This is an optimization exercise on Yosys and OpenROAD, whose aim is a short achievable clock period and few clock cycles, not a production implementation.
The RTL was checked by simulation tests, not by an equivalence proof against the original design.

==> inputs of try-lagoon <==
==> flow/design.v (excerpt) <==
module hmmm_core (
    input  wire        clk,
    input  wire        rst,           
    input  wire [8:0]  code_size,     
    output wire        imem_req,
    output wire [7:0]  imem_addr,
    input  wire        imem_ready,
    input  wire [15:0] imem_rdata,
    output wire        dmem_req,
    output wire        dmem_we,
    output wire [7:0]  dmem_addr,
    output wire [15:0] dmem_wdata,
    input  wire        dmem_ready,
    input  wire [15:0] dmem_rdata,
    output wire        in_req,
    input  wire        in_valid,
    input  wire        in_abort,
    input  wire [15:0] in_data,
    output wire        out_valid,
    output wire [15:0] out_data,
    output wire [1:0]  status,        
    output wire [2:0]  cause,         
    output wire [7:0]  lpc,           
    input  wire [3:0]  dbg_addr,
    output wire [15:0] dbg_data
);
clock: 11.0 ns
lec_check: 0
cap_margin: 30
cell_pad_in_sites_detail_placement: 1
cell_pad_in_sites_global_placement: 2
core_margin: 2
core_utilization: 24
place_density: 0.42
setup_slack_margin: 4.5
slew_margin: 45
tns_end_percent: 10
run.sh (not shown) runs the stock make flow with config.mk's settings and CLKGATE_MAP_FILE= SYNTH_SCRIPT=/design/flow/synth_recipe.tcl, a recipe that flattens the netlist after the stock synthesis.
==> inputs of try-ember, as changes to try-lagoon <==
--- a/flow/design.v
+++ b/flow/design.v
@@ -41,14 +41,12 @@
     reg [2:0]  mode;
     reg [1:0]  run_status;
     reg [2:0]  fault_cause;
     reg [7:0]  lpc_r;
     reg [8:0]  cs;             
     reg [15:0] regs [1:15];
-    reg [15:0] dbg_regs [1:15];    
-    reg [1:0]  status_d;           
     reg [8:0]  a_pc;
     reg        a_v;
     reg [15:0] ir;
     reg [8:0]  e_pc;
     reg        e_v;            
     reg        e_oob;          
@@ -190,14 +188,13 @@
                     (ir[7:4] == rd || ir[3:0] == rd);
     wire ex = (mode == M_EX) && e_v && !e_oob && !mul_ovf && !ld_stall && !dv_stall;
     wire is_memop = is_load | is_store | is_loadi | is_storei;
     wire stall = (is_read & !in_valid) | (is_memop & !dmem_ready);
     wire ends  = is_halt | fault | (is_read & in_abort);
     wire e_fin = ex && !stall && !ends && !(is_div | is_mod);
-    wire ex_nf = (mode == M_EX) && e_v && !e_oob && !ld_stall && !dv_stall;
-    wire        e_redir = ex_nf && (is_jumpi || (is_jcc && (jcc_taken != e_pt)));
+    wire        e_redir = ex && !ends && (is_jumpi || (is_jcc && (jcc_taken != e_pt)));
     wire [8:0]  e_target = is_jumpi ? {1'b0, vx[7:0]} :
                            jcc_taken ? {1'b0, nn} : (e_pc + 9'd1);
     wire [15:0] dp_a = opy[15] ? (~opy + 16'd1) : opy;
     wire        bs  = opz[15];
     wire [19:0] bx  = {4'd0, opz ^ {16{bs}}};
     wire [19:0] b1  = bx + {19'd0, bs};
@@ -260,30 +257,30 @@
                           (!dv_na && !dv_nb) ? dv_r :
                           ( dv_na &&  dv_nb) ? (~dv_r + 16'd1) :
                           (!dv_na &&  dv_nb) ? (dv_r - df_bm) : (df_bm - dv_r);
     wire        df_ovf  = !dv_mod && !df_negq && dv_q[15];
     wire mc_fin = (mode == M_DVF && !df_ovf) ||
                   ((mode == M_DVI) && di_last && di_pos);
-    wire adv = !e_redir &&
-               ((mode == M_EX && (!e_v || (ex_nf && !stall && !(is_div | is_mod)))) || mc_fin);
+    wire adv = !e_redir && !mul_ovf &&
+               ((mode == M_EX && (!e_v || e_fin)) || mc_fin);
     wire [8:0] f_base = e_redir ? e_target : (adv && a_v) ? a_pc1 : a_pc;
     wire       f_w    = !e_redir && adv && a_v && w_pt;
     wire [8:0] f_addr = f_w ? {1'b0, w[7:0]} : f_base;
     assign imem_req   = (mode != M_DONE);
     assign imem_addr  = f_addr[7:0];
     assign dmem_req   = ex && is_memop;
     assign dmem_we    = ex && ((is_store && !n_code) || (is_storei && df[ry]));
     assign dmem_addr  = (op[2]) ? vy[7:0] : nn;
     assign dmem_wdata = vx;
     assign in_req     = ex && is_read;
     assign out_valid  = ex && is_write;
     assign out_data   = vx;
-    assign status     = status_d;
+    assign status     = run_status;
     assign cause      = fault_cause;
     assign lpc        = lpc_r;
-    assign dbg_data   = (dbg_addr == 4'd0) ? 16'd0 : dbg_regs[dbg_addr];
+    assign dbg_data   = rv[dbg_addr];
     wire        ex_we   = ex && (is_loadn | is_addn | is_add | is_sub | is_mul |
                                  (is_call & n_code) |
                                  (is_read & in_valid & !in_abort));
     wire [15:0] ex_data = ({16{is_loadn}} & simm) |
                           ({16{is_addn}}  & addn_res[15:0]) |
                           ({16{is_add}}   & add_res[15:0]) |
@@ -327,17 +324,12 @@
                     regs[i] <= mc_data;
         end
     end
     always @(posedge clk)
         cs <= code_size;
     always @(posedge clk) begin
-        for (i = 1; i < 16; i = i + 1)
-            dbg_regs[i] <= regs[i];
-        status_d <= rst ? ST_RUN : run_status;
-    end
-    always @(posedge clk) begin
         if (rst) begin
             mode        <= M_EX;
             run_status  <= ST_RUN;
             fault_cause <= C_NONE;
             lpc_r       <= 8'd0;
             a_pc        <= 9'd0;
==> flow/config.mk (replaced) <==
export PLATFORM = sky130hd
export DESIGN_NAME = hmmm_core
export DESIGN_NICKNAME = hmmm_core
export VERILOG_FILES = /design/flow/design.v
export SDC_FILE = /design/flow/constraint.sdc
export NUM_CORES = 4
export LEC_CHECK = 0
export CAP_MARGIN = 20
export CELL_PAD_IN_SITES_DETAIL_PLACEMENT = 2
export CELL_PAD_IN_SITES_GLOBAL_PLACEMENT = 3
export CORE_MARGIN = 2
export CORE_UTILIZATION = 15
export PLACE_DENSITY = 0.28
export SETUP_SLACK_MARGIN = 4.5
export SLEW_MARGIN = 20
export TNS_END_PERCENT = 20
==> inputs of try-violet, as changes to try-lagoon <==
==> flow/config.mk (replaced) <==
export PLATFORM = sky130hd
export DESIGN_NAME = hmmm_core
export DESIGN_NICKNAME = hmmm_core
export VERILOG_FILES = /design/flow/design.v
export SDC_FILE = /design/flow/constraint.sdc
export NUM_CORES = 4
export LEC_CHECK = 0
export CAP_MARGIN = 20
export CELL_PAD_IN_SITES_DETAIL_PLACEMENT = 1
export CELL_PAD_IN_SITES_GLOBAL_PLACEMENT = 2
export CORE_MARGIN = 2
export CORE_UTILIZATION = 24
export PLACE_DENSITY = 0.42
export SETUP_SLACK_MARGIN = 4.5
export SLEW_MARGIN = 20
export TNS_END_PERCENT = 20
==> reports/qor.yml <==
outcome:
  status: "finished with violations"
  so_faults: "slew limit"
clock_tree:
  ctsHtreeMaxLevel: 3
placed_design:
  dp_hpwl_mm: 506
sta:
  finClkSkew_ns: 0.167
  finalMaxSlewViolations: 76
floorplanning:
  start_util_pct: 24.1
synthesis:
  synthTopCellsByCount: "nor2_1, nand2_1, a21oi_1"
[end of results for try-violet]
==> reports/qor.yml <==
sta:
  tns_ns: 0
  relSlewSlack_pct: 13.0
  finClkSkew_ns: 0.134
outcome:
  status: "finished clean"
floorplanning:
  start_util_pct: 15.1
final_layout:
  final_layout_size_suffix_gt1_share_pct: 20.8
placed_design:
  dp_hpwl_mm: 687
[end of results for try-ember]
==> reports/qor.yml <==
outcome:
  status: "finished clean"
floorplanning:
  start_util_pct: 24.1
placed_design:
  dp_hpwl_mm: 508
run:
  cap_violations: 0
synthesis:
  synthTopCellsByCount: "nor2_1, nand2_1, a21oi_1"
sta:
  finClkSkew_ns: 0.147
  hold_viol_final: 0
final_layout:
  multi_input_area_um2: 64200
[end of results for try-lagoon]
Testbench counts of try-lagoon, summed over its fixed seeds: cycles 101,596.
Testbench counts of try-ember, summed over its fixed seeds: cycles 101,516.
Testbench counts of try-violet, summed over its fixed seeds: cycles 101,596.

[what the ideal ports hide]
No port has a modelled driver above. Below, the same layouts with a new extraction and two added sets of constraints. Step 1 sets driving cells, clkbuf_16 on the clock port and buf_2 on the other inputs (assumed; they add their load-dependent delay and slew). Step 2 adds t to the input delays and takes it off the output delays; t is the mean of the earliest and latest rising clock arrival at the registers after step 1. Input paths then give back, and output paths get back, about the clock's delay inside the block. a / b / c = no drivers / after step 1 / after step 2; a / b = the first two.
| run | t (ns) | setup WS [ns] | worst setup path after step 2 | clock arrival spread, ns |
|---|---|---|---|---|
| try-lagoon | 0.983 | 3.514 / 3.393 / 3.665 | input to output | 0.147 / 0.147 |
| try-ember | 1.091 | 2.927 / 2.801 / 3.106 | input to output | 0.134 / 0.134 |
| try-violet | 1.034 | 3.460 / 3.339 / 3.777 | input to output | 0.168 / 0.167 |
